Background: an optimization exercise with open tools, aiming at small area. Do not read the settings as production practice.
RTL that was checked went through simulation tests only; none was proved equivalent to the original.
Power figures rest on the tool's default switching activity, not on a simulated workload.

==> flow/design.v (excerpt) <==
module dkb_xcvr (
    input  wire        clk,
    input  wire        rst,           
    input  wire        start,
    input  wire [2:0]  op,
    output wire        busy,
    input  wire        host_we,
    input  wire [6:0]  host_addr,
    input  wire [15:0] host_wdata,
    output wire [15:0] host_rdata,
    output wire        ie,
    input  wire        line_i,
    output wire        drv_oe,
    output wire        drv_o
);
    localparam [2:0] OP_DELAY     = 3'd0;
    localparam [2:0] OP_TX        = 3'd1;
    localparam [2:0] OP_RX        = 3'd2;
    localparam [2:0] OP_XFER      = 3'd3;
    localparam [2:0] OP_IDENTIFY  = 3'd4;
    localparam [2:0] OP_ORIGINATE = 3'd5;
    localparam [2:0] OP_POLL      = 3'd6;
    localparam [2:0] OP_RESPOND   = 3'd7;
    localparam [3:0] S_IDLE     = 4'd0;
    localparam [3:0] S_DLYS     = 4'd1;
    localparam [3:0] S_LOAD     = 4'd2;
    localparam [3:0] S_CFG      = 4'd3;
    localparam [3:0] S_MASK     = 4'd4;
  ...
export LEC_CHECK = 0
export CAP_MARGIN = 0
export CORE_MARGIN = 2
export CORE_UTILIZATION = 40
export CTS_BUF_LIST = sky130_fd_sc_hd__clkbuf_8
export CTS_CLUSTER_DIAMETER = 70
export CTS_CLUSTER_SIZE = 16
export SLEW_MARGIN = 0
export SYNTH_HIERARCHICAL = 1
create_clock -name core_clock -period 8.0 [get_ports {clk}]
standard.sh (not shown) runs the stock make flow with config.mk's settings and CLKGATE_MAP_FILE= SYNTH_SCRIPT=/design/flow/synth_recipe.tcl, a recipe that flattens the netlist after the stock synthesis.
==> flow/flow/run.sh <==
#!/bin/bash
# Standard ORFS layout with three changes that only shrink buffering:
#  - port buffers use the smallest buffer cell (buffer_ports -buffer_cell)
#  - timing-driven global placement does not keep its trial buffers
#    (repair_design after placement still fixes every slew/cap violation)
#  - clock tree synthesis adds no dummy loads
# The synthesis is the standard one, run unchanged first.
set -euo pipefail
bash standard.sh synth > synth.log 2>&1
export BUFFER_PORTS_ARGS="-buffer_cell sky130_fd_sc_hd__buf_1"
export GPL_KEEP_OVERFLOW=0
export CTS_ARGS="-sink_clustering_enable -repair_clock_nets -dont_use_dummy_load -buf_list sky130_fd_sc_hd__clkbuf_8 -sink_clustering_size 16 -sink_clustering_max_diameter 70"
bash standard.sh finish > layout.log 2>&1
Rerun with:
--- a/flow/design.v
+++ b/flow/design.v
@@ -377,25 +377,25 @@
     wire op_wr = (seq == S_LOAD) || ((seq == S_CFG || seq == S_MASK) && poll);
     integer i;
     always @(posedge clk) begin
         for (i = 0; i < 3; i = i + 1) begin
             if ((hw || op_wr) && sel_tx[i])
                 txbuf[i] <= wd;
             if (hw && sel_st[i])
-                status_rec[i] <= wd;
+                status_rec[i] <= host_wdata[7:0];
         end
         for (i = 0; i < 10; i = i + 1) begin
             if ((hw || rx_store_buf) && sel_rx[i])
                 rxbuf[i] <= wd;
             if (hw && sel_or[i])
-                origin_rec[i] <= wd;
+                origin_rec[i] <= host_wdata[7:0];
         end
         for (i = 0; i < 8; i = i + 1) begin
             if (hw && sel_rp[i])
-                report_rec[i] <= wd;
+                report_rec[i] <= host_wdata[7:0];
         end
     end
     always @(posedge clk) begin
         cnt <= cnt - 21'd1;
         if (go && op == OP_DELAY)
             cnt <= {5'd0, arg_delay};
         if (enter_tx)
@@ -451,14 +451,16 @@
                 if (sel_rg[3]) arg_rumble <= host_wdata[0];
                 if (sel_rg[4]) arg_delay  <= host_wdata;
             end
             if (enter_rx && !(seq == S_MASK && respond))
                 res_count <= 4'd0;
             else if (rx_store_buf)
                 res_count <= txidx_inc;
+            if (rx_exit && opr[2] && !respond)
+                res_ok <= rx_store && rx_full;
             if (rx_store && respond) begin
                 case (txidx[1:0])
                     2'd0:    res_code <= (rx_v == 8'h00) ? 3'd1 :
                                          (rx_v == 8'h41) ? 3'd2 :
                                          (rx_v == 8'h40) ? 3'd3 : 3'd0;
                     2'd1:    res_code <= (res_code == 3'd3 && rx_v == 8'h03) ? 3'd3 : 3'd0;
                     default: res_code <= (res_code == 3'd3) ? 3'd3 + {1'b0, rx_v[1:0]} : 3'd0;
@@ -500,16 +502,14 @@
                 S_CLASSIFY: begin
                     res_code <= cls_code;
                     seq      <= (cls_code == 3'd0) ? S_RESTORE : S_TURN;
                 end
                 S_TURN:     if (zero) seq <= S_TX;
                 S_RESTORE: begin
                     seq  <= S_IDLE;
-                    if (!respond && opr != OP_XFER)
-                        res_ok <= (res_count == maxlen);
                 end
                 default: seq <= S_IDLE;
             endcase
         end
     end
 endmodule
 module dkb_aoi222 (
After rerunning:
- register-to-register slack is better by 0.07 ns
- sequential share of layout area came out lower by 0.17 points
- die area came out higher by 0.66%
- worst hold slack is worse by 0.0072 ns
- power came out lower by 11%
- setup slack is better by 0.40 ns
- via count came out higher by 0.87%
- routed wire length came out higher by 0.71%
- synthesized area came out higher by 0.67%
- utilization hardly moves
Only the layout flow was run in the second run of this note; the RTL was not checked for function there.

## re-timing with driven ports
How much do the figures lean on ideal ports? The routed layouts below were timed once more, with nothing changed but the port constraints. Step 1 sets driving cells, clkbuf_16 on the clock port and buf_2 on the other inputs (assumed; they add their load-dependent delay and slew). Step 2 adds t to the input delays and takes it off the output delays; t is the mean of the earliest and latest rising clock arrival at the registers after step 1. Input paths then give back, and output paths get back, about the clock's delay inside the block. Three values: ideal, step 1, step 2; two values: the first two.
| run | t (ns) | slack for setup (ns) | worst hold slack (ns) | worst register clock-pin slew, ns |
|---|---|---|---|---|
| the first run | 0.653 | 0.246 / 0.194 / 0.847 | 0.506 / 0.506 / 0.506 | 0.11 / 0.11 |
| the second run | 0.639 | 0.642 / 0.595 / 0.818 | 0.499 / 0.499 / 0.499 | 0.10 / 0.10 |
After both steps setup and hold are still met in every run listed.
